What follows belongs to an exercise in optimizing a design on an open flow for small area, a short achievable clock period and few clock cycles per item; a production flow would make more cautious choices. Where RTL was checked, it was by simulation tests only, not by an equivalence proof against the original. Only the layout flow was run in run 1; the RTL was not checked for function there.

==> config.mk <==
export PLATFORM = sky130hd
export DESIGN_NAME = bf16_arithmetic_unit
export DESIGN_NICKNAME = bf16_arithmetic_unit
export VERILOG_FILES = /design/flow/design.v
export SDC_FILE = /design/flow/constraint.sdc
export NUM_CORES = 4
export LEC_CHECK = 0
export ABC_AREA = 1
export CAP_MARGIN = 20
export CORE_MARGIN = 2
export CORE_UTILIZATION = 55
export SETUP_SLACK_MARGIN = 5
export SLEW_MARGIN = 20
==> constraint.sdc <==
create_clock -name core_clock -period 16.0 [get_ports {CLK}]
set_input_delay 3.2000 -clock core_clock [delete_from_list [all_inputs] [get_ports {CLK}]]
set_output_delay 3.2000 -clock core_clock [all_outputs]
set_load 0.01 [all_outputs]
==> design.v <==
module bf16_arithmetic_unit (
    input  wire        CLK,
    input  wire        RST,
    input  wire        REQ_VALID,
    input  wire [3:0]  REQ_OP,
    input  wire [31:0] REQ_A,
    input  wire [31:0] REQ_B,
    output wire        REQ_READY,
    input  wire        RSP_READY,
    output wire        RSP_VALID,
    output wire [63:0] RSP_R,
    output wire        RSP_FLAG,
    output wire        RSP_ILLEGAL
);
    localparam [3:0] OP_ADD    = 4'h0;
    localparam [3:0] OP_SUB    = 4'h1;
    localparam [3:0] OP_MUL    = 4'h2;
    localparam [3:0] OP_DIV    = 4'h3;
    localparam [3:0] OP_ISNAN  = 4'h4;
    localparam [3:0] OP_ISINF  = 4'h5;
    localparam [3:0] OP_ISZERO = 4'h6;
    localparam [3:0] OP_IMUL   = 4'h8;
    localparam [3:0] OP_IDIV   = 4'h9;
    localparam [3:0] OP_IMOD   = 4'hA;
    localparam [3:0] OP_LZC    = 4'hB;
    localparam [3:0] OP_RSQRT  = 4'hC;
    localparam [1:0] ST_IDLE = 2'b00;
    localparam [1:0] ST_BUSY = 2'b01;
    localparam [1:0] ST_DONE = 2'b10;
    localparam [15:0] CANON_NAN = 16'h7FC0;
    localparam integer DK = 2;             
    localparam integer DW = 32 + DK - 1;   
    localparam integer FD_C1 = (8 + DK - 1) / DK;
    localparam integer FD_C2 = (17 + DK - 1) / DK;
    function is_nan;
        input [15:0] v;
        is_nan = (v[14:7] == 8'hFF) && (v[6:0] != 7'd0);
    endfunction
    function is_inf;
        input [15:0] v;
        is_inf = (v[14:7] == 8'hFF) && (v[6:0] == 7'd0);
    endfunction
    function is_zero;
        input [15:0] v;
        is_zero = (v[14:0] == 15'd0);
    endfunction
    function [3:0] lzc8;
        input [7:0] x;
        integer i;
        begin
            lzc8 = 5'd8;
            for (i = 0; i < 8; i = i + 1)
                if (x[i]) lzc8 = 5'd7 - i[3:0];
        end
    endfunction
    function [4:0] lzc16;
        input [15:0] x;
        integer i;
        begin
            lzc16 = 5'd16;
            for (i = 0; i < 16; i = i + 1)
                if (x[i]) lzc16 = 5'd15 - i[4:0];
        end
    endfunction
    function [5:0] lzc32;
        input [31:0] x;
        integer i;
        begin
            lzc32 = 6'd32;
            for (i = 0; i < 32; i = i + 1)
                if (x[i]) lzc32 = 6'd31 - i[5:0];
        end
    endfunction
    function [54:0] bf16_add_pre;
        input [15:0] a;
        input [15:0] b;
        reg        sw, fin, hx, hy;
        reg [15:0] x, y, res;
        reg [7:0]  d;
        begin
            sw = (b[14:0] > a[14:0]);
            x  = sw ? b : a;
            y  = sw ? a : b;
            d  = x[14:7] - y[14:7];
            hx = (x[14:7] != 8'd0);
            hy = (y[14:7] != 8'd0);
            fin = 1'b1;
            if (is_nan(a))
                res = a;
            else if (is_nan(b))
                res = b;
            else if (is_inf(a))
                res = (is_inf(b) && (a[15] != b[15])) ? CANON_NAN : a;
            else if (is_inf(b))
                res = b;
            else if (is_zero(a))
                res = b;
            else if (is_zero(b))
                res = a;
            else begin
                res = x;
                fin = (d > 8'd8);
            end
            bf16_add_pre = {fin, res, x, y, d[3:0], hx, hy};
        end
    endfunction
    function [15:0] bf16_add_core;
        input [15:0] x;
        input [15:0] y;
        input [3:0]  d;
        input        hx;
        input        hy;
        reg [7:0]  ex, mx, my, mys, df, dn;
        reg [8:0]  sm;
        reg [3:0]  k;
        begin
            ex  = x[14:7];
            mx  = {hx, x[6:0]};
            my  = {hy, y[6:0]};
            mys = my >> d;
            sm  = {1'b0, mx} + {1'b0, mys};
            df  = mx - mys;
            k   = lzc8(df);
            dn  = df << k[2:0];
            if (x[15] == y[15]) begin
                if (sm[8])
                    bf16_add_core = (ex == 8'd254) ? CANON_NAN : {x[15], ex + 8'd1, sm[7:1]};
                else
                    bf16_add_core = {x[15], ex, sm[6:0]};
            end else begin
                if (df == 8'd0 || {4'd0, ex} <= {4'd0, k})
                    bf16_add_core = 16'h0000;
                else
                    bf16_add_core = {x[15], ex - {4'd0, k}, dn[6:0]};
            end
        end
    endfunction
    function [43:0] bf16_mul_pre;
        input [15:0] a;
        input [15:0] b;
        reg        rs, fin;
        reg [15:0] res;
        reg [7:0]  ma, mb;
        reg [3:0]  ka, kb;
        reg [9:0]  e0;
        begin
            rs = a[15] ^ b[15];
            fin = 1'b1;
            if (is_nan(a))
                res = a;
            else if (is_nan(b))
                res = b;
            else if (is_inf(a))
                res = is_zero(b) ? CANON_NAN : {rs, 8'hFF, 7'd0};
            else if (is_inf(b))
                res = is_zero(a) ? CANON_NAN : {rs, 8'hFF, 7'd0};
            else if (is_zero(a) || is_zero(b))
                res = {rs, 15'd0};
            else begin
                res = 16'd0;
                fin = 1'b0;
            end
            ka = lzc8({1'b0, a[6:0]});
            kb = lzc8({1'b0, b[6:0]});
            ma = (a[14:7] != 8'd0) ? {1'b1, a[6:0]} : ({1'b0, a[6:0]} << ka[2:0]);
            mb = (b[14:7] != 8'd0) ? {1'b1, b[6:0]} : ({1'b0, b[6:0]} << kb[2:0]);
            e0 = ((a[14:7] != 8'd0) ? {2'd0, a[14:7]} : (10'd1 - {6'd0, ka}))
               + ((b[14:7] != 8'd0) ? {2'd0, b[14:7]} : (10'd1 - {6'd0, kb}))
               - 10'd127;
            bf16_mul_pre = {fin, res, ma, mb, e0, rs};
        end
    endfunction
    function [15:0] bf16_mul_pack;
        input [9:0] re;
        input [6:0] rm;
        input       rs;
        reg   [9:0] sh;
        begin
            sh = 10'd1 - re;
            if (!re[9] && re >= 10'd255)
                bf16_mul_pack = {rs, 8'hFF, 7'd0};
            else if (re[9] && re < 10'h3FA)            
                bf16_mul_pack = {rs, 15'd0};
            else if (re[9] || re == 10'd0)             
                bf16_mul_pack = {rs, 8'd0, rm >> sh[2:0]};
            else
                bf16_mul_pack = {rs, re[7:0], rm};
        end
    endfunction
    function [15:0] bf16_mul_core;
        input [7:0] ma;
        input [7:0] mb;
        input [9:0] e0;
        input       rs;
        reg [15:0] p;
        begin
            p = ma * mb;
            bf16_mul_core = p[15] ? bf16_mul_pack(e0 + 10'd1, p[14:8], rs)
                                  : bf16_mul_pack(e0, p[13:7], rs);
        end
    endfunction
    function [15:0] bf16_div_special;
        input [15:0] a;
        input [15:0] b;
        reg rs;
        begin
            rs = a[15] ^ b[15];
            if (is_nan(a))
                bf16_div_special = a;
            else if (is_nan(b))
                bf16_div_special = b;
            else if (is_inf(b))
                bf16_div_special = is_inf(a) ? CANON_NAN : {rs, 15'd0};
            else if (is_zero(b))
                bf16_div_special = is_zero(a) ? CANON_NAN : {rs, 8'hFF, 7'd0};
            else if (is_inf(a))
                bf16_div_special = {rs, 8'hFF, 7'd0};
            else
                bf16_div_special = {rs, 15'd0};
        end
    endfunction
    function [15:0] bf16_div_pack;
        input        rs;
        input [9:0]  re;
        input [6:0]  rm;
        begin
            if (!re[9] && re >= 10'd255)
                bf16_div_pack = {rs, 8'hFF, 7'd0};
            else if (re[9] || re == 10'd0)
                bf16_div_pack = {rs, 15'd0};
            else
                bf16_div_pack = {rs, re[7:0], rm};
        end
    endfunction
    function [47:0] rsqrt_set;
        input [4:0] e;
        begin
            case (e)
                5'd0: rsqrt_set = 48'h00014AFB4AFA;
                5'd1: rsqrt_set = 48'hB50635053504;
                5'd2: rsqrt_set = 48'h8001257E257D;
                5'd3: rsqrt_set = 48'h5A831A821A81;
                5'd4: rsqrt_set = 48'h400112BF12BE;
                5'd5: rsqrt_set = 48'h2D420D410D40;
                5'd6: rsqrt_set = 48'h2001095F095E;
                5'd7: rsqrt_set = 48'h16A206A106A0;
                5'd8: rsqrt_set = 48'h100104B004AF;
                5'd9: rsqrt_set = 48'h0B510350034F;
                5'd10: rsqrt_set = 48'h080102580257;
                5'd11: rsqrt_set = 48'h05A901A801A7;
                5'd12: rsqrt_set = 48'h0401012C012B;
                5'd13: rsqrt_set = 48'h02D500D400D3;
                5'd14: rsqrt_set = 48'h020100960095;
                5'd15: rsqrt_set = 48'h016B006A0069;
                5'd16: rsqrt_set = 48'h0101004B004A;
                5'd17: rsqrt_set = 48'h00B600350034;
                5'd18: rsqrt_set = 48'h008100250024;
                5'd19: rsqrt_set = 48'h005C001B001A;
                5'd20: rsqrt_set = 48'h004100130012;
                5'd21: rsqrt_set = 48'h002E000D000C;
                5'd22: rsqrt_set = 48'h002100090008;
                5'd23: rsqrt_set = 48'h001800070006;
                5'd24: rsqrt_set = 48'h001100050004;
                5'd25: rsqrt_set = 48'h000C00030002;
                5'd26: rsqrt_set = 48'h000900020001;
                5'd27: rsqrt_set = 48'h000700020001;
                5'd28: rsqrt_set = 48'h000500010000;
                5'd29: rsqrt_set = 48'h000400010000;
                5'd30: rsqrt_set = 48'h000300010000;
                5'd31: rsqrt_set = 48'h000200010000;
                default: rsqrt_set = 48'd0;
            endcase
        end
    endfunction
    function [4:0] div_cycles;
        input [4:0] s;
        begin
            div_cycles = ({1'b0, s} + 6'd1 + DK - 1) / DK;
        end
    endfunction
    reg [1:0]    st;
    reg [3:0]    op_q;
    reg [4:0]    cnt;
    reg          ph;           
    reg [31:0]   a_q;
    reg [DW-1:0] b_q;
    reg [63:0]   r_q;
    reg          ha_q, hb_q;    
    wire reserved = (op_q == 4'h7) || (op_q[3:2] == 2'b11 && op_q[1:0] != 2'b00);
    wire is_class = (op_q == OP_ISNAN) || (op_q == OP_ISINF) || (op_q == OP_ISZERO);
    assign REQ_READY   = (st == ST_IDLE);
    assign RSP_VALID   = (st == ST_DONE);
    assign RSP_R       = r_q;
    assign RSP_FLAG    = is_class & r_q[0];
    assign RSP_ILLEGAL = reserved;
    wire [15:0] a16 = a_q[15:0];
    wire [15:0] b16 = b_q[15:0];
    reg         sel_ma, sel_nhi, sel_cim, sel_crs, sel_ty;
    wire [31:0] mul_m   = sel_ma ? a_q : r_q[31:0];
    wire [15:0] mul_n   = sel_nhi ? b_q[31:16] : b_q[15:0];
    wire [15:0] rs_y    = b_q[15:0];
    wire [31:0] mul_c   = sel_cim ? r_q[47:16] : sel_crs ? r_q[63:32] : sel_ty ? {rs_y, rs_y} : 32'd0;
    wire [15:0] mul_y   = sel_ty ? rs_y : 16'd0;
    wire [47:0] prod    = mul_m * mul_n + mul_c + {mul_y, 17'd0};
    wire [15:0] rs_ynew = {prod[32] ^ rs_y[0], prod[31:17]};
    reg [31:0]   dv_r [0:DK];
    reg [DK-1:0] dv_q;
    reg [DW:0]   dv_diff;
    integer j;
    always @(*) begin
        dv_r[0] = r_q[63:32];
        for (j = 0; j < DK; j = j + 1) begin
            dv_diff = {1'b0, {(DW-32){1'b0}}, dv_r[j]} - {1'b0, (b_q >> j)};
            dv_q[DK-1-j] = ~dv_diff[DW];
            dv_r[j+1] = dv_diff[DW] ? dv_r[j] : dv_diff[31:0];
        end
    end
    wire [31:0] dv_rem = dv_r[DK];
    wire [31:0] dv_quo = {r_q[31-DK:0], dv_q};
    wire [54:0] rq_add  = bf16_add_pre(REQ_A[15:0], REQ_B[15:0] ^ {REQ_OP[0], 15'd0});
    wire [43:0] rq_mul  = bf16_mul_pre(REQ_A[15:0], REQ_B[15:0]);
    wire [15:0] add_res = r_q[16] ? r_q[15:0] : bf16_add_core(a_q[15:0], b_q[15:0], b_q[19:16], ha_q, hb_q);
    wire [15:0] mul_res = r_q[16] ? r_q[15:0] : bf16_mul_core(a_q[26:19], a_q[18:11], a_q[10:1], a_q[0]);
    wire        cls_res = (op_q == OP_ISNAN) ? is_nan(a16) :
                          (op_q == OP_ISINF) ? is_inf(a16) : is_zero(a16);
    wire [5:0]    rq_lzcb = lzc32(REQ_B);
    wire [5:0]    rq_dsh  = rq_lzcb - rq_lzc;
    wire [4:0]    dv_n    = div_cycles(r_q[4:0]);
    wire [5:0]    dv_spad = dv_n * DK - 1;
    wire [DW-1:0] dv_d0   = {{(DW-32){1'b0}}, b_q[31:0]} << dv_spad;
    wire [15:0] fa16    = a_q[15:0];
    wire [15:0] fb16    = a_q[31:16];
    wire        fd_spec = is_nan(fa16) || is_nan(fb16) || is_inf(fa16) || is_inf(fb16) ||
                          is_zero(fa16) || is_zero(fb16);
    wire        fd_n0   = (fa16[14:7] != 8'd0) && (fb16[14:7] != 8'd0);
    wire [9:0]  fd_re0  = {2'd0, fa16[14:7]} - {2'd0, fb16[14:7]} + 10'd127
                        - {9'd0, (fa16[14:7] == 8'd0)} + {9'd0, (fb16[14:7] == 8'd0)};
    wire        fd_norm = a_q[11];
    wire        fd_rs   = a_q[10];
    wire [9:0]  fd_re   = a_q[9:0];
    wire [15:0] fd_q    = fd_norm ? {r_q[FD_C1*DK -: 9], 7'd0} : r_q[FD_C2*DK -: 16];
    wire        fd_le1  = fd_re[9] || fd_re <= 10'd1;           
    wire        fd_le2  = fd_re[9] || fd_re <= 10'd2;
    wire        fd_fin0 = fd_q[15] || fd_le1;
    wire        fd_fin1 = fd_q[14] || fd_le2;
    wire [15:0] fd_res  = fd_fin0 ? bf16_div_pack(fd_rs, fd_re, fd_q[14:8])
                                  : bf16_div_pack(fd_rs, fd_re - 10'd1, fd_q[13:7]);
    wire [7:0]  rq_fma  = {(REQ_A[14:7] != 8'd0), REQ_A[6:0]};
    wire [7:0]  rq_fmb  = {(REQ_B[14:7] != 8'd0), REQ_B[6:0]};
    wire        rq_fge  = (rq_fma >= rq_fmb);
    wire [7:0]  rq_fr0  = rq_fge ? rq_fma - rq_fmb : rq_fma;
    wire [5:0]  rq_lzc  = lzc32(REQ_A);
    wire [4:0]  rq_e    = 5'd31 - rq_lzc[4:0];
    wire [47:0] rq_set  = rsqrt_set(rq_e);
    wire [31:0] rq_xn   = REQ_A << rq_lzc[4:0];
    wire [15:0] rq_frac = rq_xn[30:15];
    always @(posedge CLK) begin
        if (RST) begin
            st <= ST_IDLE;
        end else begin
            case (st)
                ST_IDLE: begin
                    if (REQ_VALID) begin
                        op_q <= REQ_OP;
                        cnt  <= 5'd0;
                        ph   <= 1'b0;
                        st   <= ST_BUSY;
                        ha_q <= rq_add[1];
                        hb_q <= rq_add[0];
                        sel_ma  <= (REQ_OP != OP_RSQRT);
                        sel_nhi <= (REQ_OP == OP_RSQRT);
                        sel_cim <= 1'b0;
                        sel_crs <= (REQ_OP == OP_RSQRT);
                        sel_ty  <= 1'b0;
                        if (REQ_OP == OP_DIV) begin
                            a_q <= {REQ_B[15:0], REQ_A[15:0]};
                            b_q <= {{(DW-24){1'b0}}, rq_fmb, 16'd0};
                            r_q <= {7'd0, rq_fr0, 17'd0, 31'd0, rq_fge};
                        end else if (REQ_OP == OP_RSQRT) begin
                            a_q <= REQ_A;
                            b_q <= {{(DW-32){1'b0}}, rq_set[31:16], 16'd0};
                            r_q <= {rq_set[47:32], rq_set[15:0], 16'hFFFF, ~rq_frac};
                        end else if (REQ_OP == OP_ADD || REQ_OP == OP_SUB) begin
                            a_q <= {16'd0, rq_add[37:22]};
                            b_q <= {{(DW-20){1'b0}}, rq_add[5:2], rq_add[21:6]};
                            r_q <= {47'd0, rq_add[54:38]};
                        end else if (REQ_OP == OP_MUL) begin
                            a_q <= {5'd0, rq_mul[26:0]};
                            r_q <= {47'd0, rq_mul[43:27]};
                        end else begin
                            a_q <= REQ_A;
                            b_q <= {{(DW-32){1'b0}}, REQ_B};
                            if (REQ_OP == OP_LZC)
                                r_q <= {58'd0, rq_lzc};
                            else
                                r_q <= {57'd0, rq_lzcb[5], (rq_lzcb < rq_lzc), rq_dsh[4:0]};
                        end
                    end
                end
                ST_BUSY: begin
                    cnt <= cnt + 5'd1;
                    case (op_q)
                        OP_IMUL: begin
                            ph <= 1'b1;
                            sel_nhi <= 1'b1;
                            sel_cim <= 1'b1;
                            if (!ph) begin
                                r_q[47:0] <= prod;
                            end else begin
                                r_q[63:16] <= prod;
                                st <= ST_DONE;
                            end
                        end
                        OP_IDIV, OP_IMOD: begin
                            if (!ph) begin
                                ph <= 1'b1;
                                cnt <= dv_n;
                                if (r_q[6]) begin
                                    r_q <= 64'd0;
                                    st  <= ST_DONE;
                                end else if (r_q[5]) begin
                                    r_q <= (op_q == OP_IDIV) ? {a_q, 32'd0} : {32'd0, a_q};
                                    st  <= ST_DONE;
                                end else begin
                                    r_q <= {a_q, 32'd0};
                                    b_q <= dv_d0;
                                end
                            end else begin
                                cnt <= cnt - 5'd1;
                                b_q <= b_q >> DK;
                                if (cnt == 5'd1) begin
                                    r_q <= (op_q == OP_IDIV) ? {dv_rem, dv_quo} : {32'd0, dv_rem};
                                    st  <= ST_DONE;
                                end else begin
                                    r_q <= {dv_rem, dv_quo};
                                end
                            end
                        end
                        OP_DIV: begin
                            if (cnt == 5'd0 && fd_spec) begin
                                r_q <= {48'd0, bf16_div_special(fa16, fb16)};
                                st  <= ST_DONE;
                            end else if (!ph) begin
                                if (cnt == 5'd0)
                                    a_q[11:0] <= {fd_n0, fa16[15] ^ fb16[15], fd_re0};
                                b_q <= b_q >> DK;
                                r_q <= {dv_rem, dv_quo};
                                if (cnt == ((cnt == 5'd0 ? fd_n0 : fd_norm) ? FD_C1 - 1 : FD_C2 - 1))
                                    ph <= 1'b1;
                            end else if (fd_fin0 || fd_fin1) begin
                                r_q <= {48'd0, fd_res};
                                st  <= ST_DONE;
                            end else begin
                                r_q[FD_C2*DK -: 16] <= {fd_q[14:0], 1'b0};
                                a_q[9:0]  <= fd_re - 10'd1;
                            end
                        end
                        OP_RSQRT: begin
                            sel_ma  <= (cnt == 5'd0 || cnt == 5'd3);
                            sel_nhi <= 1'b0;
                            sel_crs <= 1'b0;
                            sel_ty  <= (cnt == 5'd2 || cnt == 5'd5);
                            case (cnt)
                                5'd0: b_q[15:0] <= prod[31:16];
                                5'd1, 5'd4: r_q[31:0] <= prod[31:0];
                                5'd2, 5'd5: r_q[31:0] <= {14'h3FFF, ~prod[33:16]};
                                5'd3: b_q[15:0] <= rs_ynew;
                                default: begin
                                    if (a_q == 32'd0)
                                        r_q <= 64'h00000000FFFFFFFF;
                                    else if (a_q == 32'd1)
                                        r_q <= 64'h0000000000010000;
                                    else
                                        r_q <= {48'd0, rs_ynew};
                                    st <= ST_DONE;
                                end
                            endcase
                        end
                        OP_ADD, OP_SUB: begin
                            r_q <= {48'd0, add_res};
                            st  <= ST_DONE;
                        end
                        OP_MUL: begin
                            r_q <= {48'd0, mul_res};
                            st  <= ST_DONE;
                        end
                        OP_ISNAN, OP_ISINF, OP_ISZERO: begin
                            r_q <= {63'd0, cls_res};
                            st  <= ST_DONE;
                        end
                        OP_LZC: begin
                            st  <= ST_DONE;            
                        end
                        default: begin
                            r_q <= 64'd0;
                            st  <= ST_DONE;
                        end
                    endcase
                end
                ST_DONE: begin
                    if (RSP_READY)
                        st <= ST_IDLE;
                end
                default: st <= ST_IDLE;
            endcase
        end
    end
endmodule
==> flow/run.sh <==
#!/bin/bash
set -e
bash standard.sh SETUP_SLACK_MARGIN=10 finish > standard.log 2>&1
==> standard.sh <==
#!/bin/bash
# synth_recipe.tcl (not shown) runs the flow's synth.tcl, then flattens the netlist and writes it again
# the make line also repeats each setting of config.mk as NAME=value (left out here)
make -C /OpenROAD-flow-scripts/flow DESIGN_CONFIG=/design/flow/config.mk WORK_HOME=/design/flow/orfs CLKGATE_MAP_FILE= SYNTH_SCRIPT=/design/flow/synth_recipe.tcl "${@:-finish}"
==> reports/metrics.csv, run 1 <==
stage,metric,value,unit
cts,numCtsBuffers,17,
floorplan,die_w,295,µm
global_route,groute.usage.overall,77.7,%
cts,clock-sinks,148,
global_route,grt_pass1_wl,489,mm
global_route,grt_overflow,269,
status,haltStage,global routing,
place,place_hpwl,193,mm
synth,netlist_area,0.0466,mm²
synth,synth_cell_type_count,70,
synth,yosysTopAreaCellShare,22.0,%
synth,synth-seq-cells,148,
synth,ys_seq_area_share,9.50,%
cts,cts_root_buf,clkbuf_16,
status,status,stopped before the end,
synth,yosysTopAreaCell,fa_1,
cts,cts_max_level,4,
synth,synth_async_sr_flop_share,0,%
synth,synth_area_leaders,"fa_1 22%, nand2_1 13%, inv_1 9.8%",
synth,syn_area_per_cell,6.63,µm²
floorplan,die_height,295,µm
status,tool.error,[ERROR GRT-0116] Global routing finished with congestion. Check the congestion regions in the DRC Viewer.,
global_route,grt_pass1_vias,66200,
cts,cts-hold-fix-buffers,0,
synth,yosysMostFrequentCell,nand2_1,
synth,synth-edff-count,146,
synth,synthFlopType,edfxtp_1,
floorplan,row_count,106,
synth,syn_inst,7023,
floorplan,initial_core_util,55.6,%
place,dp_slack,7.05,ns
synth,synth_nets,7953,
synth,synth_commonest_cells,"1,625 x nand2_1, 1,210 x inv_1, 608 x o21ai_0",
place,routabilityCongestion,1.13,
global_route,grt_max_degree,65,
cts,clk_path_buf_depth,2,
floorplan,num_io_pins,140,
place,portBuffers,139,
synth,yosys_warnings,2,
## worst max path at each step
stage	from	end	slack, ns	cells past startpoint
2_1_floorplan	a_q[8]$_DFFE_PP_	r_q[15]$_DFFE_PP_	9.26	36
3_3_place_gp	REQ_A[3]	r_q[49]$_DFFE_PP_	7.18	16
3_5_place_dp	sel_nhi$_DFFE_PP_	r_q[46]$_DFFE_PP_	7.05	32
4_1_cts	sel_nhi$_DFFE_PP_	r_q[46]$_DFFE_PP_	8.59	37
## timing repair
action	4_1_cts
gates cloned	35
buffers inserted	350
pin swaps	233
gates resized for setup	974
setup endpoints to repair	114
## kinds of logic after synthesis
logic type	share of synthesized area (%)
fa+ha+maj	31.3
flops	9.50
compound gates	19.3
buf+inv	12.8
simple gates	24.4
mux	0.0860
xor+xnor	2.61
## per-layer routing
| metal | GRT usage [%] | GRT overflow |
|---|---|---|
| met2 | 90.8 | 110 |
| met3 | 64.1 | 32 |
| met4 | 70.3 | 83 |
| met5 | 43.7 | 4 |
| met1 | 81.4 | 40 |
## stage by stage
| stage | instance area [µm²] | hold WS [ns] | cells |
|---|---|---|---|
| after CTS | 57200 | 0.712 | 8519 |
| after detailed placement | 49800 | 0.645 | 8102 |
| after global placement | 49800 | 0.594 | 8102 |
| after floorplan | 47600 | 0.573 | 7023 |
==> run 2: changes to the inputs <==
--- a/design.v
+++ b/design.v
@@ -32,4 +32,4 @@
     localparam integer DW = 32 + DK - 1;   
-    localparam integer FD_C1 = (8 + DK - 1) / DK;
-    localparam integer FD_C2 = (17 + DK - 1) / DK;
+    localparam integer FD_C1 = (9 + DK - 1) / DK;    
+    localparam integer FD_C2 = (18 + DK - 1) / DK;   
     function is_nan;
@@ -340,3 +340,3 @@
     wire [9:0]  fd_re   = a_q[9:0];
-    wire [15:0] fd_q    = fd_norm ? {r_q[FD_C1*DK -: 9], 7'd0} : r_q[FD_C2*DK -: 16];
+    wire [15:0] fd_q    = fd_norm ? {r_q[FD_C1*DK-1 -: 9], 7'd0} : r_q[FD_C2*DK-1 -: 16];
     wire        fd_le1  = fd_re[9] || fd_re <= 10'd1;           
@@ -347,6 +347,2 @@
                                   : bf16_div_pack(fd_rs, fd_re - 10'd1, fd_q[13:7]);
-    wire [7:0]  rq_fma  = {(REQ_A[14:7] != 8'd0), REQ_A[6:0]};
-    wire [7:0]  rq_fmb  = {(REQ_B[14:7] != 8'd0), REQ_B[6:0]};
-    wire        rq_fge  = (rq_fma >= rq_fmb);
-    wire [7:0]  rq_fr0  = rq_fge ? rq_fma - rq_fmb : rq_fma;
     wire [5:0]  rq_lzc  = lzc32(REQ_A);
@@ -376,4 +372,4 @@
                             a_q <= {REQ_B[15:0], REQ_A[15:0]};
-                            b_q <= {{(DW-24){1'b0}}, rq_fmb, 16'd0};
-                            r_q <= {7'd0, rq_fr0, 17'd0, 31'd0, rq_fge};
+                            b_q <= {{(DW-25){1'b0}}, (REQ_B[14:7] != 8'd0), REQ_B[6:0], 17'd0};
+                            r_q <= {7'd0, (REQ_A[14:7] != 8'd0), REQ_A[6:0], 17'd0, 32'd0};
                         end else if (REQ_OP == OP_RSQRT) begin
@@ -418,3 +414,3 @@
                                 if (r_q[6]) begin
-                                    r_q <= 64'd0;
+                                    r_q <= 65'd0;
                                     st  <= ST_DONE;
@@ -453,3 +449,3 @@
                             end else begin
-                                r_q[FD_C2*DK -: 16] <= {fd_q[14:0], 1'b0};
+                                r_q[17:2] <= {fd_q[14:0], 1'b0};
                                 a_q[9:0]  <= fd_re - 10'd1;
@@ -494,3 +490,3 @@
                         default: begin
-                            r_q <= 64'd0;
+                            r_q <= 65'd0;
                             st  <= ST_DONE;
==> run.sh (new file) <==
#!/bin/bash
# synth_recipe.tcl (not shown) runs the flow's synth.tcl, then flattens the netlist and writes it again
# the make line also repeats each setting of config.mk as NAME=value (left out here)
make -C /OpenROAD-flow-scripts/flow DESIGN_CONFIG=/design/flow/config.mk WORK_HOME=/design/flow/orfs CLKGATE_MAP_FILE= SYNTH_SCRIPT=/design/flow/synth_recipe.tcl finish
--- a/config.mk
+++ b/config.mk
@@ -7,3 +7,2 @@
 export LEC_CHECK = 0
-export ABC_AREA = 1
 export CAP_MARGIN = 20
removed: flow/run.sh
removed: standard.sh
==> run 2 against run 1 <==
  * Now clean on timing, DRC and antenna
  * Synthesized cell count decreased by 14%
  * Area after synthesis is 0.58% higher
==> reports/metrics.csv, run 2 <==
stage,metric,value,unit
status,status,"complete, no violations",
final_layout,regMostFlops,r_q,
cts,cts_tree,yes,
timing,maxSlewViolCount,0,
timing,fin_skew,0.0251,ns
synth,synth.area.mux_share,6.26,%
synth,synth_nets,6960,
drt,ant_nets,0,
timing,finalCritPeriodShare,58.7,%
worst_setup_path,cp.required,16.20,ns
place,dp_slack,6.99,ns
worst_setup_path,crit_arrival,9.59,ns
final_layout,drive_gt1_share,6.72,%
synth,synth_cell_type_count,110,
flow_run,cap_viol_max_count,0,
global_route,antenna_found_initial,36,
floorplan,dieArea,0.0875,mm²
place,portBuffers,139,
cts,numCtsBuffers,17,
worst_setup_path,crit_type,register to register,
worst_setup_path,critical-path-top-delay-family,adder cells,
final_layout,reg_top3,"r_q: 64 flops, b_q: 33 flops, a_q: 32 flops",
synth,syn_inst,6039,
synth,yosysMostFrequentCell,nand2_1,
cts,clk_path_buf_depth,2,
final_layout,final_cell_mix,"797 x nand2_1, 686 x inv_1, 540 x nor2_1",
synth,synth_fa_ha_area_share,30.9,%
floorplan,row_count,107,
worst_hold_path,hold_path_class,register to register,
cts,clock-sinks,148,
drt,drc_errors,0,
global_route,grt_overflow,0,
synth,synth-edff-count,146,
floorplan,initial_core_util,55.3,%
timing,tightest_slew,1.26,ns
synth,synth_area_leaders,"fa_1 22%, edfxtp_1 9.4%, ha_1 9.0%",
final_layout,finalNonFillerCells,7157,
timing,slew_headroom,15.7,%
floorplan,die_height,296,µm
global_route,grt_pass1_wl,331,mm
synth,ys_seq_area_share,9.45,%
synth,yosys_warnings,2,
timing,fin_tns_setup,0,ns
synth,synth-seq-cells,148,
synth,yosysTopAreaCell,fa_1,
synth,synth-compound-area-share,22.9,%
worst_setup_path,start_kind,register,
timing,rsz0062_at_grt,false,
cts,cts_setup_buffers,0,
drt,drt-initial-drc-count,7915,
synth,netlist_area,0.0468,mm²
synth,yosysTopAreaCellShare,21.8,%
synth,synth_top_family_by_area,adder cells,
place,placed_area,0.0495,mm²
final_layout,syn_to_final_growth,7.11,%
final_layout,fill_cells,7926,
synth,synth_commonest_cells,"797 x nand2_1, 686 x inv_1, 541 x nor2_1",
global_route,grt_pass1_vias,48100,
worst_setup_path,cp-end-kind,register,
global_route,groute.usage.overall,52.2,%
synth,synth-xor-area-share,3.48,%
timing,setup_ws,6.61,ns
drt,routed_wl,232,mm
cts,cts_max_level,4,
final_layout,largest_reg_flops,64,
timing,setup_violations,0,
drt,wire_per_inst,32.3,µm
final_layout,final_common_cell,nand2_1,
cts,clock_latency,0.48,ns
worst_setup_path,worstPathMaxFanout,66,
place,placed_cells,7097,
floorplan,core_area,0.0847,mm²
drt,via_per_inst,7.10,
global_route,grt_max_degree,72,
place,place_hpwl,178,mm
cts,cts-hold-fix-buffers,0,
drt,num_vias,50800,
worst_setup_path,cpMaxStageDelayCell,o31ai_1,
final_layout,final_util,59.2,%
worst_setup_path,worst-path-buf-inv,6,
timing,hold_viol_final,0,
drt,firstDrtPassIters,10,
floorplan,num_io_pins,140,
synth,synthFlopType,edfxtp_1,
final_layout,postLayoutCellArea,0.0502,mm²
worst_setup_path,timing.critical_path.mode_cell,fa_1,
timing,fin_crit,9.39,ns
timing,max_freq,0.107,GHz
floorplan,die_w,296,µm
final_layout,num-nets-final,6894,
cts,cts_resized,0,
cts,clk_pin_slew,0.07,ns
synth,synth_async_sr_flop_share,0,%
synth,syn_area_per_cell,7.76,µm²
worst_setup_path,cpPeakStageDelay,0.80,ns
cts,cts_root_buf,clkbuf_16,
synth,synth-simple-area-share,18.1,%
place,routabilityCongestion,1.17,
[run 2: layout make-up]
type	count	area (µm²)	share of cell area, %
clock inverters	14	134	0.267
diodes	27	67.6	0.135
well taps	1144	1430	2.85
flip-flops and latches	148	4420	8.82
clock buffers	18	429	0.855
multi-input cells	4802	38400	76.6
repair buffers	306	2650	5.27
inverters	698	2620	5.23
[run 2: metrics by stage]
stage / hold slack, ns
2_1_floorplan: 0.538
3_3_place_gp: 0.717
3_5_place_dp: 0.725
4_1_cts: 0.740
5_1_grt: 0.764
6_report: 0.790
[run 2: layer usage]
layer  up-vias  share of wire, %  routed length (µm)  track usage (%)
met2      4442                40               92800             73.7
met4        32               9.5               22100             39.1
met5         -              0.17                 391             1.16
met3      1244                16               36600             21.1
li1      20900                 -                   -                -
met1     24200                34               79700             63.6
[run 2: path summary, 6_finish.rpt]
path,startpoint,to,slack [ns],cells past startpoint
max,sel_ma$_DFFE_PP_,r_q[44]$_DFFE_PP_,6.61,25
min reg2reg,st[0]$_SDFFE_PP0P_,st[0]$_SDFFE_PP0P_,0.79,2
min,st[0]$_SDFFE_PP0P_,st[0]$_SDFFE_PP0P_,0.79,2
max reg2reg,sel_ma$_DFFE_PP_,r_q[44]$_DFFE_PP_,6.61,25
[run 2: worst min-delay path: stages, from the launching register on]
cell,delay [ns]
dfxtp_1,0.39
buf_4,0.24
a21oi_1,0.13
[run 2: logic make-up after synthesis]
group	after synthesis
compound gates	1612
fa+ha+maj	849
simple gates	1909
xor+xnor	186
flops	148
buf+inv	1089
mux	246
Testbench counts of run 2, summed over its fixed seeds: cycles 22,449, items 4,800.
==> run 3: changes to the inputs <==
--- a/design.v
+++ b/design.v
@@ -32,4 +32,4 @@
     localparam integer DW = 32 + DK - 1;   
-    localparam integer FD_C1 = (9 + DK - 1) / DK;    
-    localparam integer FD_C2 = (18 + DK - 1) / DK;   
+    localparam integer FD_C1 = (8 + DK - 1) / DK;
+    localparam integer FD_C2 = (17 + DK - 1) / DK;
     function is_nan;
@@ -297,7 +297,7 @@
     wire [15:0] b16 = b_q[15:0];
-    reg         sel_ma, sel_nhi, sel_cim, sel_crs, sel_ty;
-    wire [31:0] mul_m   = sel_ma ? a_q : r_q[31:0];
-    wire [15:0] mul_n   = sel_nhi ? b_q[31:16] : b_q[15:0];
+    reg         sel_c, sel_ty;
+    wire [31:0] mul_m   = r_q[31:0];
+    wire [15:0] mul_n   = b_q[15:0];
     wire [15:0] rs_y    = b_q[15:0];
-    wire [31:0] mul_c   = sel_cim ? r_q[47:16] : sel_crs ? r_q[63:32] : sel_ty ? {rs_y, rs_y} : 32'd0;
+    wire [31:0] mul_c   = sel_c ? r_q[63:32] : sel_ty ? {rs_y, rs_y} : 32'd0;
     wire [15:0] mul_y   = sel_ty ? rs_y : 16'd0;
@@ -340,3 +340,3 @@
     wire [9:0]  fd_re   = a_q[9:0];
-    wire [15:0] fd_q    = fd_norm ? {r_q[FD_C1*DK-1 -: 9], 7'd0} : r_q[FD_C2*DK-1 -: 16];
+    wire [15:0] fd_q    = fd_norm ? {r_q[FD_C1*DK -: 9], 7'd0} : r_q[FD_C2*DK -: 16];
     wire        fd_le1  = fd_re[9] || fd_re <= 10'd1;           
@@ -347,2 +347,6 @@
                                   : bf16_div_pack(fd_rs, fd_re - 10'd1, fd_q[13:7]);
+    wire [7:0]  rq_fma  = {(REQ_A[14:7] != 8'd0), REQ_A[6:0]};
+    wire [7:0]  rq_fmb  = {(REQ_B[14:7] != 8'd0), REQ_B[6:0]};
+    wire        rq_fge  = (rq_fma >= rq_fmb);
+    wire [7:0]  rq_fr0  = rq_fge ? rq_fma - rq_fmb : rq_fma;
     wire [5:0]  rq_lzc  = lzc32(REQ_A);
@@ -365,6 +369,3 @@
                         hb_q <= rq_add[0];
-                        sel_ma  <= (REQ_OP != OP_RSQRT);
-                        sel_nhi <= (REQ_OP == OP_RSQRT);
-                        sel_cim <= 1'b0;
-                        sel_crs <= (REQ_OP == OP_RSQRT);
+                        sel_c   <= (REQ_OP == OP_RSQRT);
                         sel_ty  <= 1'b0;
@@ -372,7 +373,7 @@
                             a_q <= {REQ_B[15:0], REQ_A[15:0]};
-                            b_q <= {{(DW-25){1'b0}}, (REQ_B[14:7] != 8'd0), REQ_B[6:0], 17'd0};
-                            r_q <= {7'd0, (REQ_A[14:7] != 8'd0), REQ_A[6:0], 17'd0, 32'd0};
+                            b_q <= {{(DW-24){1'b0}}, rq_fmb, 16'd0};
+                            r_q <= {7'd0, rq_fr0, 17'd0, 31'd0, rq_fge};
                         end else if (REQ_OP == OP_RSQRT) begin
                             a_q <= REQ_A;
-                            b_q <= {{(DW-32){1'b0}}, rq_set[31:16], 16'd0};
+                            b_q <= {{(DW-16){1'b0}}, rq_set[31:16]};
                             r_q <= {rq_set[47:32], rq_set[15:0], 16'hFFFF, ~rq_frac};
@@ -390,2 +391,4 @@
                                 r_q <= {58'd0, rq_lzc};
+                            else if (REQ_OP == OP_IMUL)
+                                r_q <= {32'd0, REQ_A};
                             else
@@ -400,8 +403,8 @@
                             ph <= 1'b1;
-                            sel_nhi <= 1'b1;
-                            sel_cim <= 1'b1;
+                            sel_c <= 1'b1;
                             if (!ph) begin
-                                r_q[47:0] <= prod;
+                                r_q[63:32] <= prod[47:16];
+                                b_q[31:0]  <= {prod[15:0], b_q[31:16]};
                             end else begin
-                                r_q[63:16] <= prod;
+                                r_q <= {prod, b_q[31:16]};
                                 st <= ST_DONE;
@@ -414,3 +417,3 @@
                                 if (r_q[6]) begin
-                                    r_q <= 65'd0;
+                                    r_q <= 64'd0;
                                     st  <= ST_DONE;
@@ -449,3 +452,3 @@
                             end else begin
-                                r_q[17:2] <= {fd_q[14:0], 1'b0};
+                                r_q[FD_C2*DK -: 16] <= {fd_q[14:0], 1'b0};
                                 a_q[9:0]  <= fd_re - 10'd1;
@@ -454,11 +457,15 @@
                         OP_RSQRT: begin
-                            sel_ma  <= (cnt == 5'd0 || cnt == 5'd3);
-                            sel_nhi <= 1'b0;
-                            sel_crs <= 1'b0;
+                            sel_c   <= 1'b0;
                             sel_ty  <= (cnt == 5'd2 || cnt == 5'd5);
                             case (cnt)
-                                5'd0: b_q[15:0] <= prod[31:16];
+                                5'd0: begin
+                                    b_q[15:0] <= prod[31:16];
+                                    r_q[31:0] <= a_q;
+                                end
                                 5'd1, 5'd4: r_q[31:0] <= prod[31:0];
                                 5'd2, 5'd5: r_q[31:0] <= {14'h3FFF, ~prod[33:16]};
-                                5'd3: b_q[15:0] <= rs_ynew;
+                                5'd3: begin
+                                    b_q[15:0] <= rs_ynew;
+                                    r_q[31:0] <= a_q;
+                                end
                                 default: begin
@@ -490,3 +497,3 @@
                         default: begin
-                            r_q <= 65'd0;
+                            r_q <= 64'd0;
                             st  <= ST_DONE;
==> flow/run.sh (new file) <==
#!/bin/bash
set -e
bash standard.sh SETUP_SLACK_MARGIN=9 finish > standard.log 2>&1
==> standard.sh (new file) <==
#!/bin/bash
# synth_recipe.tcl (not shown) runs the flow's synth.tcl, then flattens the netlist and writes it again
# the make line also repeats each setting of config.mk as NAME=value (left out here)
make -C /OpenROAD-flow-scripts/flow DESIGN_CONFIG=/design/flow/config.mk WORK_HOME=/design/flow/orfs CLKGATE_MAP_FILE= SYNTH_SCRIPT=/design/flow/synth_recipe.tcl "${@:-finish}"
--- a/config.mk
+++ b/config.mk
@@ -7,2 +7,3 @@
 export LEC_CHECK = 0
+export ABC_AREA = 1
 export CAP_MARGIN = 20
removed: run.sh
==> run 3 against run 2 <==
  * The flow now stops in global routing
  * Synthesized cell count rose by 16%
  * Area after synthesis decreased by 1.1%
==> reports/metrics.csv, run 3 <==
stage,metric,value,unit
synth,synth-seq-cells,145,
synth,synth_area_leaders,"fa_1 22%, nand2_1 14%, inv_1 10%",
synth,synthFlopType,edfxtp_1,
global_route,grt_overflow,1,
floorplan,die_height,294,µm
place,place_hpwl,181,mm
floorplan,num_io_pins,140,
synth,synth_fa_ha_area_share,31.5,%
cts,clock-sinks,145,
status,status,stopped before the end,
synth,synth.area.mux_share,0.0865,%
synth,yosysMostFrequentCell,nand2_1,
synth,synth_cell_type_count,70,
status,haltStage,global routing,
synth,synth_async_sr_flop_share,0,%
status,tool.error,[ERROR GRT-0232] Routing congestion too high. Check the congestion heatmap in the GUI.,
floorplan,initial_core_util,55.4,%
synth,ys_seq_area_share,9.36,%
synth,yosysTopAreaCell,fa_1,
synth,yosys_warnings,2,
place,dp_slack,6.77,ns
synth,yosysTopAreaCellShare,22.1,%
place,routabilityCongestion,1.19,
place,placed_area,0.0487,mm²
global_route,groute.usage.overall,63.3,%
cts,cts-hold-fix-buffers,0,
floorplan,row_count,106,
synth,syn_inst,6992,
cts,clk_path_buf_depth,2,
synth,synth_commonest_cells,"1,761 x nand2_1, 1,282 x inv_1, 587 x o21ai_0",
synth,synth_nets,7922,
synth,synth-xor-area-share,2.74,%
cts,numCtsBuffers,17,
synth,synth-simple-area-share,23.6,%
floorplan,die_w,294,µm
place,portBuffers,139,
global_route,grt_max_degree,61,
cts,cts_root_buf,clkbuf_16,
cts,cts_max_level,4,
synth,netlist_area,0.0463,mm²
synth,synth_top_family_by_area,adder cells,
synth,synth-edff-count,143,
synth,syn_area_per_cell,6.62,µm²
synth,synth-compound-area-share,19.0,%
[run 3: worst max path at each step]
stage	start	end	slack (ns)	cells after the start
floorplan	r_q[11]$_DFFE_PP_	r_q[61]$_DFFE_PP_	9.06	30
global placement	REQ_A[1]	r_q[5]$_DFFE_PP_	6.72	44
detailed placement	REQ_A[1]	r_q[5]$_DFFE_PP_	6.77	44
CTS	b_q[3]$_DFFE_PP_	r_q[8]$_DFFE_PP_	8.73	34
[run 3: routing by layer]
layer	overflow	global-route usage (%)
met1	1	67.6
met2	0	82.7
met3	0	40.0
met4	0	58.2
met5	0	17.8
[run 3: cell families after synthesis]
family          after synthesis
fa+ha+maj                   858
flops                       145
simple gates               2679
xor+xnor                    144
buf+inv                    1679
compound gates             1483
mux                           4
[run 3: what timing repair did]
action,CTS
resized for setup,497
cloned,11
pin swaps,105
endpoints found under the setup margin,94
setup buffers,163
[run 3: through the flow]
step / util (%) / std cells
after detailed placement: 58.3 / 7986
after global placement: 58.3 / 7986
after floorplan: - / 6992
after CTS: 62.6 / 8191
Testbench counts of run 3, summed over its fixed seeds: cycles 22,166, items 4,800.
==> run 4: changes to the inputs <==
--- a/config.mk
+++ b/config.mk
@@ -10,3 +10,3 @@
 export CORE_MARGIN = 2
-export CORE_UTILIZATION = 55
+export CORE_UTILIZATION = 45
 export SETUP_SLACK_MARGIN = 5
==> run 4 against run 3 <==
  * Now clean on timing, DRC and antenna
  * Synthesized cell count stayed put
  * Area after synthesis is the same
==> reports/metrics.csv, run 4 <==
stage,metric,value,unit
timing,setup_violations,0,
synth,synth-edff-count,143,
worst_setup_path,cpPeakStageDelay,0.51,ns
timing,fin_skew,0.0200,ns
timing,finalCritPeriodShare,46.3,%
global_route,groute.usage.overall,48.2,%
place,place_hpwl,197,mm
final_layout,seq_area,0.00433,mm²
drt,num_vias,54200,
synth,synth-xor-area-share,2.74,%
worst_hold_path,min_to,st[1]$_SDFFE_PP0P_,
floorplan,num_io_pins,140,
floorplan,die_height,325,µm
timing,tightest_slew,1.18,ns
drt,routed_wl,263,mm
global_route,antenna_found_initial,16,
timing,maxSlewViolCount,0,
drt,drt-initial-drc-count,7988,
global_route,grt.met1_usage,59.7,%
worst_setup_path,crit_arrival,7.67,ns
synth,yosysMostFrequentCell,nand2_1,
drt,wire_per_inst,30.6,µm
place,portBuffers,139,
synth,synth_fa_ha_area_share,31.5,%
global_route,grt_max_degree,49,
final_layout,final_common_cell,nand2_1,
global_route,grt_pass1_wl,368,mm
cts,cts_max_level,4,
worst_setup_path,rr_startpoint,r_q[2]$_DFFE_PP_,
final_layout,final_cell_mix,"1,715 x nand2_1, 1,225 x inv_1, 503 x fa_1",
worst_setup_path,timing.critical_path.mode_cell,fa_1,
worst_setup_path,cp.required,16.26,ns
floorplan,core_area,0.102,mm²
flow_run,cap_viol_max_count,0,
worst_setup_path,crit_type,register to register,
synth,syn_inst,6992,
global_route,grt_overflow,0,
drt,ant_nets,0,
worst_setup_path,crit_cells,28,
worst_hold_path,min_from,st[1]$_SDFFE_PP0P_,
global_route,grt_use_met3,12.2,%
synth,synth_cell_type_count,70,
floorplan,dieArea,0.105,mm²
synth,syn_area_per_cell,6.62,µm²
final_layout,largest_reg_flops,64,
cts,cts_tree,yes,
floorplan,initial_core_util,45.5,%
worst_setup_path,worst-path-buf-inv,6,
worst_setup_path,r2r-end,r_q[16]$_DFFE_PP_,
place,placed_area,0.0493,mm²
cts,cts_root_buf,clkbuf_16,
place,routabilityCongestion,1.10,
worst_setup_path,cp-end-kind,register,
synth,synth-simple-area-share,23.6,%
cts,cts-hold-fix-buffers,0,
final_layout,reg_top3,"r_q: 64 flops, b_q: 33 flops, a_q: 32 flops",
cts,clock_latency,0.51,ns
synth,synth_area_leaders,"fa_1 22%, nand2_1 14%, inv_1 10%",
final_layout,drive_gt1_share,12.8,%
synth,synth_async_sr_flop_share,0,%
worst_setup_path,cpMaxStageDelayCell,fa_1,
cts,clk_pin_slew,0.07,ns
status,status,"complete, no violations",
synth,yosysTopAreaCell,fa_1,
synth,yosys_warnings,2,
synth,synth-compound-area-share,19.0,%
final_layout,num-nets-final,8142,
worst_hold_path,hold_path_class,register to register,
synth,ys_seq_area_share,9.36,%
final_layout,multi_input_area,0.0381,mm²
final_layout,syn_to_final_growth,19.8,%
synth,synthFlopType,edfxtp_1,
worst_setup_path,start_kind,register,
worst_setup_path,r2r_cells,28,
final_layout,final_util,54.4,%
worst_hold_path,hold_depth,2,
floorplan,die_w,325,µm
synth,synth_top_family_by_area,adder cells,
worst_setup_path,worstPathMaxFanout,21,
cts,clock-sinks,145,
timing,slew_headroom,21.3,%
worst_setup_path,setup.worst_path.start,r_q[2]$_DFFE_PP_,
final_layout,fill_cells,9983,
timing,max_freq,0.135,GHz
floorplan,row_count,117,
cts,clk_path_buf_depth,2,
synth,netlist_area,0.0463,mm²
timing,rsz0062_at_grt,true,
global_route,grt_pass1_vias,51700,
drt,drc_errors,0,
synth,synth_commonest_cells,"1,761 x nand2_1, 1,282 x inv_1, 587 x o21ai_0",
synth,synth.area.mux_share,0.0865,%
final_layout,postLayoutCellArea,0.0555,mm²
timing,fin_crit,7.41,ns
synth,synth-seq-cells,145,
final_layout,regMostFlops,r_q,
worst_setup_path,critical-path-top-delay-family,adder cells,
global_route,gr-max-usage-layer,met2,
drt,firstDrtPassIters,11,
timing,hold_viol_final,0,
timing,fin_tns_setup,0,ns
synth,yosysTopAreaCellShare,22.1,%
global_route,groute.layer.met2.usage,71.5,%
cts,numCtsBuffers,17,
synth,synth_nets,7922,
drt,via_per_inst,6.30,
worst_setup_path,reg2reg_slack,8.59,ns
-- run 4: cell counts after synthesis --
No cell type changed its count.
-- run 4: per-stage QoR --
stage / hold slack (ns) / cells / setup slack (ns)
after floorplan: 0.513 / 6992 / 9.06
final: 0.601 / 8598 / 8.59
after CTS: 0.601 / 8507 / 8.69
after global placement: 0.583 / 8297 / 6.90
after global routing: 0.660 / 8595 / 8.47
after detailed placement: 0.590 / 8297 / 6.87
-- run 4: layout make-up --
class	count	area share, %
antenna	5	0.0226
clock buffer	18	0.774
clock inverter	14	0.291
inverter	1321	9.21
multi-input combinational	5173	68.6
sequential	145	7.82
tap	1368	3.09
timing repair buffer	554	10.1
-- run 4: cells by family (layout without fill, tap and decap cells) --
kind of cell,Yosys count,in the layout
and+or+nand+nor,2679,2684
buffers and inverters,1679,1907
AOI/OAI and AO/OA,1483,1483
adders and majority gates,858,858
DFF,145,145
xor gates and xnor gates,144,144
muxes,4,4
other,0,5
-- run 4: worst min-delay path, stage by stage (launching register included) --
cell and delay (ns):
dfxtp_1 0.35, inv_1 0.12, a221oi_1 0.08
-- run 4: layer usage --
layer  share of wire, %  up-vias
li1                   -    23100
met1                 36    25900
met2                 42     4030
met3                 12     1168
met4                 10       14
met5              0.035        -
-- run 4: repair_timing --
action                                  CTS  global route
gates resized for setup                 583           306
setup buffers                           156            81
endpoints found under the setup margin   95            85
pin swaps                               103           123
cloned                                   22             4
-- run 4: worst max path at each step --
stage / end / slack [ns]
2_1_floorplan: r_q[61]$_DFFE_PP_ / 9.06
3_3_place_gp: r_q[6]$_DFFE_PP_ / 6.90
3_5_place_dp: r_q[6]$_DFFE_PP_ / 6.87
4_1_cts: r_q[31]$_DFFE_PP_ / 8.69
5_1_grt: r_q[60]$_DFFE_PP_ / 8.47
6_report: r_q[16]$_DFFE_PP_ / 8.59
==> run 5: changes to the inputs <==
--- a/design.v
+++ b/design.v
@@ -303,3 +303,28 @@
     wire [15:0] mul_y   = sel_ty ? rs_y : 16'd0;
-    wire [47:0] prod    = mul_m * mul_n + mul_c + {mul_y, 17'd0};
+    localparam [47:0] BOOTH_K = 48'h0 - (48'h1 << 33) - (48'h1 << 35) - (48'h1 << 37)
+                              - (48'h1 << 39) - (48'h1 << 41) - (48'h1 << 43)
+                              - (48'h1 << 45) - (48'h1 << 47);
+    wire [18:0] bth_n = {2'b00, mul_n, 1'b0};
+    reg  [47:0] bth_row [0:8];
+    reg  [47:0] bth_neg;
+    reg  [2:0]  bth_t;
+    reg         bth_one, bth_two, bth_sub;
+    reg  [33:0] bth_mag, bth_pp;
+    integer bi;
+    always @(*) begin
+        bth_neg = 48'd0;
+        for (bi = 0; bi < 9; bi = bi + 1) begin
+            bth_t   = bth_n[2*bi +: 3];
+            bth_one = bth_t[0] ^ bth_t[1];
+            bth_two = (bth_t == 3'b011) || (bth_t == 3'b100);
+            bth_sub = bth_t[2] & ~(bth_t[1] & bth_t[0]);
+            bth_mag = bth_one ? {2'b00, mul_m} : bth_two ? {1'b0, mul_m, 1'b0} : 34'd0;
+            bth_pp  = bth_sub ? ~bth_mag : bth_mag;
+            bth_row[bi] = ({14'd0, ~bth_pp[33], bth_pp[32:0]} << (2*bi)) | (bth_neg << 2*bi >> 2);
+            bth_neg = {47'd0, bth_sub};
+        end
+    end
+    wire [47:0] prod    = bth_row[0] + bth_row[1] + bth_row[2] + bth_row[3] + bth_row[4]
+                        + bth_row[5] + bth_row[6] + bth_row[7] + bth_row[8]
+                        + (BOOTH_K | {31'd0, bth_neg[0], 16'd0}) + mul_c + {mul_y, 17'd0};
     wire [15:0] rs_ynew = {prod[32] ^ rs_y[0], prod[31:17]};
--- a/config.mk
+++ b/config.mk
@@ -13 +13,2 @@
 export SLEW_MARGIN = 20
+export TNS_END_PERCENT = 20
==> run 5 against run 4 <==
  * Fmax down 1.1%
  * Utilization shrank 0.65 points
  * Cell count shrank 6.1%
  * Synthesized cell count is 5.3% lower
  * Wire length rose by 0.76%
  * Largest cell class unchanged
  * Highest routed layer unchanged
  * Global-route usage grew 3.0 points
==> reports/metrics.csv, run 5 <==
stage,metric,value,unit
final_layout,reg_top3,"r_q: 64 flops, b_q: 33 flops, a_q: 32 flops",
drt,ant_nets,0,
cts,cts_root_buf,clkbuf_16,
synth,syn_area_per_cell,6.57,µm²
status,status,"complete, no violations",
worst_hold_path,hold_path_class,register to register,
cts,cts-hold-fix-buffers,0,
timing,rsz0062_at_grt,true,
final_layout,drive_gt1_share,13.0,%
place,portBuffers,139,
floorplan,core_area,0.0963,mm²
worst_setup_path,rr_startpoint,r_q[4]$_DFFE_PP_,
global_route,grt_max_degree,64,
synth,syn_inst,6621,
final_layout,largest_reg_flops,64,
cts,clock-sinks,145,
timing,fin_crit,7.49,ns
floorplan,num_io_pins,140,
worst_setup_path,cp-end-kind,register,
cts,numCtsBuffers,17,
drt,firstDrtPassIters,10,
timing,fin_skew,0.0278,ns
worst_setup_path,timing.critical_path.mode_cell,a21oi_4,
global_route,grt_pass1_wl,362,mm
synth,synth_async_sr_flop_share,0,%
drt,drc_errors,0,
synth,synth_commonest_cells,"1,233 x nand2_1, 844 x inv_1, 789 x o21ai_0",
global_route,grt_overflow,0,
timing,fin_tns_setup,0,ns
cts,cts_tree,yes,
final_layout,final_cell_mix,"1,197 x nand2_1, 789 x inv_1, 696 x o21ai_0",
flow_run,cap_viol_max_count,0,
worst_setup_path,crit_type,register to register,
timing,slew_headroom,16.6,%
worst_setup_path,cpPeakStageDelay,0.57,ns
synth,synth_nets,7338,
floorplan,initial_core_util,45.2,%
timing,finalCritPeriodShare,46.8,%
synth,synth-seq-cells,145,
synth,ys_seq_area_share,9.97,%
drt,num_vias,53800,
place,routabilityCongestion,1.17,
synth,synthFlopType,edfxtp_1,
final_layout,postLayoutCellArea,0.0518,mm²
global_route,grt_pass1_vias,49100,
cts,clk_path_buf_depth,2,
cts,clock_latency,0.52,ns
timing,maxSlewViolCount,0,
timing,hold_viol_final,0,
final_layout,syn_to_final_growth,19.1,%
worst_setup_path,setup.worst_path.start,r_q[4]$_DFFE_PP_,
worst_setup_path,worstPathMaxFanout,16,
cts,clk_pin_slew,0.08,ns
global_route,antenna_found_initial,16,
synth,yosys_warnings,3,
place,placed_area,0.0460,mm²
floorplan,die_w,315,µm
worst_hold_path,min_from,st[1]$_SDFFE_PP0P_,
drt,wire_per_inst,32.8,µm
final_layout,num-nets-final,7489,
floorplan,die_height,315,µm
worst_setup_path,start_kind,register,
synth,yosysTopAreaCellShare,14.2,%
final_layout,regMostFlops,r_q,
floorplan,row_count,114,
synth,synth-edff-count,143,
timing,max_freq,0.134,GHz
place,place_hpwl,193,mm
synth,yosysMostFrequentCell,nand2_1,
worst_setup_path,cpMaxStageDelayCell,inv_1,
synth,netlist_area,0.0435,mm²
drt,routed_wl,265,mm
synth,synth_cell_type_count,75,
timing,setup_violations,0,
timing,tightest_slew,1.24,ns
floorplan,dieArea,0.0991,mm²
worst_setup_path,crit_arrival,7.75,ns
synth,yosysTopAreaCell,fa_1,
worst_setup_path,cp.required,16.26,ns
worst_setup_path,worst-path-buf-inv,7,
drt,via_per_inst,6.66,
worst_setup_path,critical-path-top-delay-family,adder cells,
cts,cts_max_level,4,
synth,synth_area_leaders,"fa_1 14%, nand2_1 11%, edfxtp_1 9.9%",
global_route,groute.usage.overall,51.2,%
drt,drt-initial-drc-count,9188,
final_layout,final_common_cell,nand2_1,
[run 5: worst paths after layout]
path	to	slack (ns)	cells after the start
min	st[1]$_SDFFE_PP0P_	0.67	4
max	r_q[10]$_DFFE_PP_	8.51	28
max reg2reg	r_q[10]$_DFFE_PP_	8.51	28
min reg2reg	st[1]$_SDFFE_PP0P_	0.67	4
[run 5: what timing repair did]
| item | in CTS | in global routing |
|---|---|---|
| pin swaps | 118 | 123 |
| buffers inserted | 113 | 92 |
| endpoints found under the hold margin | 0 | 0 |
| resized for setup | 510 | 239 |
| gates cloned | 19 | 11 |
| setup endpoints to repair | 104 | 89 |
[run 5: cell families after synthesis]
family          synth area share [%]
xor+xnor                        7.63
compound gates                  23.8
buf+inv                         11.3
fa+ha+maj                       23.9
mux                           0.0518
simple gates                    23.3
flops                           9.97
[run 5: stage by stage]
step	setup WS [ns]	util [%]	std cells	hold WS, ns
after floorplan	8.99	-	6621	0.570
after global placement	7.17	47.8	7794	0.666
after detailed placement	7.07	47.8	7794	0.658
after CTS	8.71	51.8	7958	0.672
after global routing	8.50	53.7	8061	0.735
final	8.51	53.8	8074	0.674
[run 5: tightest hold or removal path: stages, from the launching register on]
cell and delay (ns):
dfxtp_1 0.35, inv_1 0.07, nor2_1 0.05, nand2_1 0.09
a21oi_1 0.07
[run 5: routing by layer]
metal | routed length (µm) | global-route usage (%) | vias up | share of wire (%)
met4 | 28400 | 40.9 | 14 | 11
li1 | - | - | 22800 | -
met5 | 199 | 0.0484 | - | 0.075
met2 | 104000 | 71.8 | 4535 | 39
met3 | 38700 | 19.8 | 1308 | 15
met1 | 93500 | 62.1 | 25200 | 35
[run 5: final cells by class]
cell class | instances | area (µm²)
antenna | 13 | 32.5
clock buffer | 17 | 425
clock inverter | 15 | 183
fill | 9633 | 44500
inverter | 904 | 3640
multi-input combinational | 5195 | 36400
sequential | 145 | 4330
tap | 1276 | 1600
timing repair buffer | 506 | 5130
timing repair inverter | 3 | 22.5
Testbench counts of run 5, summed over its fixed seeds: cycles 22,166, items 4,800.
==> run 6: changes to the inputs <==
--- a/config.mk
+++ b/config.mk
@@ -13,2 +13,2 @@
 export SLEW_MARGIN = 20
-export TNS_END_PERCENT = 20
+export TNS_END_PERCENT = 5
==> run 6 against run 5 <==
  * Still clean
  * Synthesized cell count unchanged
  * Via count decreased by 1.5%
  * Fmax decreased by 1.9%
  * Utilization decreased by 1.7 points
==> reports/metrics.csv, run 6 <==
stage,metric,value,unit
drt,wl_met3,36.2,mm
drt,via_per_inst,6.63,
drt,num_vias,53000,
synth,yosysMostFrequentCell,nand2_1,
synth,synth-simple-area-share,23.3,%
timing,fin_skew,0.0276,ns
synth,synth_fa_ha_area_share,23.9,%
timing,finalCritPeriodShare,47.7,%
global_route,grt_max_degree,64,
place,placed_cells,7794,
synth,synth-xor-area-share,7.63,%
place,routabilityCongestion,1.17,
global_route,grt_pass1_vias,48500,
place,portBuffers,139,
drt,wire_per_inst,32.5,µm
final_layout,final_common_cell,nand2_1,
drt,routed-wl-met2,103,mm
synth,netlist_area,0.0435,mm²
synth,synth_nets,7338,
floorplan,die_height,315,µm
final_layout,drive_gt1_share,10.2,%
timing,setup_violations,0,
timing,maxSlewViolCount,0,
timing,hold_viol_final,0,
final_layout,fill_cells,9876,
timing,rsz0062_at_grt,true,
final_layout,regMostFlops,r_q,
place,dp_slack,7.07,ns
worst_setup_path,worst-path-buf-inv,7,
synth,synth_commonest_cells,"1,233 x nand2_1, 844 x inv_1, 789 x o21ai_0",
synth,syn_area_per_cell,6.57,µm²
final_layout,syn_to_final_growth,15.4,%
global_route,antenna_found_initial,17,
drt,m1WireLength,93.9,mm
cts,cts_max_level,4,
timing,fin_crit,7.63,ns
timing,max_freq,0.131,GHz
global_route,grt_overflow,0,
cts,numCtsBuffers,17,
cts,cts_tree,yes,
timing,slew_headroom,16.5,%
worst_setup_path,crit_type,register to register,
synth,yosysTopAreaCell,fa_1,
cts,clock-sinks,145,
worst_setup_path,cpMaxStageDelayCell,xnor2_1,
place,place_hpwl,193,mm
synth,yosys_warnings,3,
floorplan,row_count,114,
synth,synth_async_sr_flop_share,0,%
synth,synth_top_family_by_area,adder cells,
final_layout,num-nets-final,7408,
drt,highest_layer,met5,
final_layout,finalNonFillerCells,7992,
floorplan,initial_core_util,45.2,%
synth,synth_area_leaders,"fa_1 14%, nand2_1 11%, edfxtp_1 9.9%",
timing,whs,0.675,ns
drt,drt-initial-drc-count,8778,
floorplan,num_io_pins,140,
synth,synth-compound-area-share,23.8,%
global_route,groute.usage.overall,50.4,%
timing,fin_tns_setup,0,ns
synth,synth-edff-count,143,
worst_setup_path,worstPathMaxFanout,16,
synth,synth.area.mux_share,0.0518,%
synth,yosysTopAreaCellShare,14.2,%
floorplan,core_area,0.0963,mm²
timing,setup_ws,8.37,ns
floorplan,dieArea,0.0991,mm²
cts,clk_path_buf_depth,2,
synth,ys_seq_area_share,9.97,%
final_layout,largest_reg_flops,64,
cts,clk_pin_slew,0.08,ns
worst_setup_path,start_kind,register,
drt,drc_errors,0,
synth,syn_inst,6621,
worst_hold_path,hold_path_class,register to register,
cts,clock_latency,0.52,ns
drt,routed_wl,260,mm
timing,tightest_slew,1.24,ns
floorplan,die_w,315,µm
worst_setup_path,cpPeakStageDelay,0.73,ns
cts,cts_root_buf,clkbuf_16,
worst_setup_path,critical-path-top-delay-family,adder cells,
drt,ant_nets,0,
worst_setup_path,cp.required,16.26,ns
synth,synthFlopType,edfxtp_1,
cts,cts-hold-fix-buffers,0,
drt,firstDrtPassIters,9,
synth,synth_cell_type_count,75,
worst_setup_path,crit_arrival,7.89,ns
final_layout,reg_top3,"r_q: 64 flops, b_q: 33 flops, a_q: 32 flops",
global_route,grt_pass1_wl,357,mm
worst_setup_path,timing.critical_path.mode_cell,fa_1,
worst_setup_path,cp-end-kind,register,
final_layout,final_cell_mix,"1,207 x nand2_1, 804 x inv_1, 707 x o21ai_0",
flow_run,cap_viol_max_count,0,
status,status,"complete, no violations",
synth,synth-seq-cells,145,
-- run 6: per-layer routing --
metal,GRT usage [%],vias up
met5,0.242,-
li1,-,22600
met2,70.6,4255
met1,62.1,25000
met4,39.9,10
met3,18.2,1134
-- run 6: final timing paths --
kind                      start                 end  slack (ns)  cells past startpoint
max            b_q[5]$_DFFE_PP_    r_q[5]$_DFFE_PP_        8.37                     27
min          st[1]$_SDFFE_PP0P_  st[1]$_SDFFE_PP0P_        0.67                      4
max reg2reg    b_q[5]$_DFFE_PP_    r_q[5]$_DFFE_PP_        8.37                     27
min reg2reg  st[1]$_SDFFE_PP0P_  st[1]$_SDFFE_PP0P_        0.67                      4
-- run 6: worst reg2reg max path: stages, from the launching register on --
cell and delay, ns:
edfxtp_1 0.54, clkinvlp_4 0.19, buf_6 0.14, ha_4 0.30, clkinv_8 0.10, bufbuf_16 0.31, nand3_1 0.10, o21ai_1 0.09
xor2_1 0.19, fa_1 0.49, inv_1 0.06, fa_1 0.50, fa_1 0.53, fa_1 0.50, inv_1 0.05, fa_1 0.48
ha_4 0.32, nand2_1 0.09, o21ai_2 0.18, a21oi_4 0.06, inv_2 0.09, a21oi_4 0.07, xnor2_1 0.73, o21ai_0 0.33
a21oi_1 0.30, nand3_1 0.29, o21ai_2 0.26, nand2_1 0.08
-- run 6: what timing repair did --
item | 4_1_cts | 5_1_grt
pin swaps | 65 | 71
gates resized for setup | 380 | 175
cloned | 11 | 9
setup buffers | 71 | 63
endpoints found under the setup margin | 104 | 89
endpoints found under the hold margin | 0 | 0
-- run 6: logic make-up (layout without fill, tap and decap cells) --
logic type | after synthesis | in the layout
compound gates | 1771 | 1771
xor+xnor | 379 | 379
fa+ha+maj | 645 | 645
buf+inv | 1282 | 1364
flops | 145 | 145
mux | 2 | 2
other cells | 0 | 12
simple gates | 2397 | 2398
-- run 6: through the flow --
stage | util (%) | cell area, µm²
2_1_floorplan | - | 43500
3_3_place_gp | 47.8 | 46000
3_5_place_dp | 47.8 | 46000
4_1_cts | 50.7 | 48800
5_1_grt | 52.1 | 50100
6_report | 52.1 | 50200
-- run 6: area by class of cell --
| cell class | count | area [µm²] | area share, % |
|---|---|---|---|
| multi-input combinational | 5195 | 35700 | 71.2 |
| inverter | 904 | 3600 | 7.18 |
| timing repair buffer | 428 | 4260 | 8.49 |
| sequential | 145 | 4330 | 8.64 |
| tap | 1276 | 1600 | 3.18 |
| clock inverter | 15 | 183 | 0.364 |
| antenna | 12 | 30.0 | 0.0599 |
| clock buffer | 17 | 425 | 0.848 |

[afterwards: timing with drivers on the ports]
The results above use ideal ports. As a check the final layouts listed here were re-extracted and re-timed, cells and wires unchanged.
Step 1 (the two cells are an assumption about what drives the block):
set clk [get_ports {CLK}]
set_driving_cell -lib_cell sky130_fd_sc_hd__clkbuf_16 $clk
set_driving_cell -lib_cell sky130_fd_sc_hd__buf_2 [delete_from_list [all_inputs] $clk]
Step 2 moves the port delays by t, midway between the first and last clock arrival at a register: inputs arrive t later, outputs are due t later. That takes back most of the time a late clock gives input paths.
Slacks: ideal / step 1 / step 2; pairs: ideal / step 1.
| run | shift t [ns] | setup slack, ns | worst setup path at the end | slew at the worst register clock pin (ns) | cell pins on the clock port's net |
|---|---|---|---|---|---|
| run 2 | 0.522 | 6.611 / 6.611 / 6.611 | register to register | 0.09 / 0.09 | 1 |
| run 4 | 0.577 | 8.591 / 8.591 / 8.367 | input to register | 0.09 / 0.09 | 1 |
| run 5 | 0.576 | 8.510 / 8.510 / 8.154 | input to register | 0.09 / 0.09 | 1 |
| run 6 | 0.572 | 8.368 / 8.368 / 8.079 | input to register | 0.09 / 0.09 | 1 |
After both steps every run listed still meets setup and hold. For run 5, which loses most, drivers alone change the setup slack by 0.000 ns; drivers and shift together by -0.356 ns.
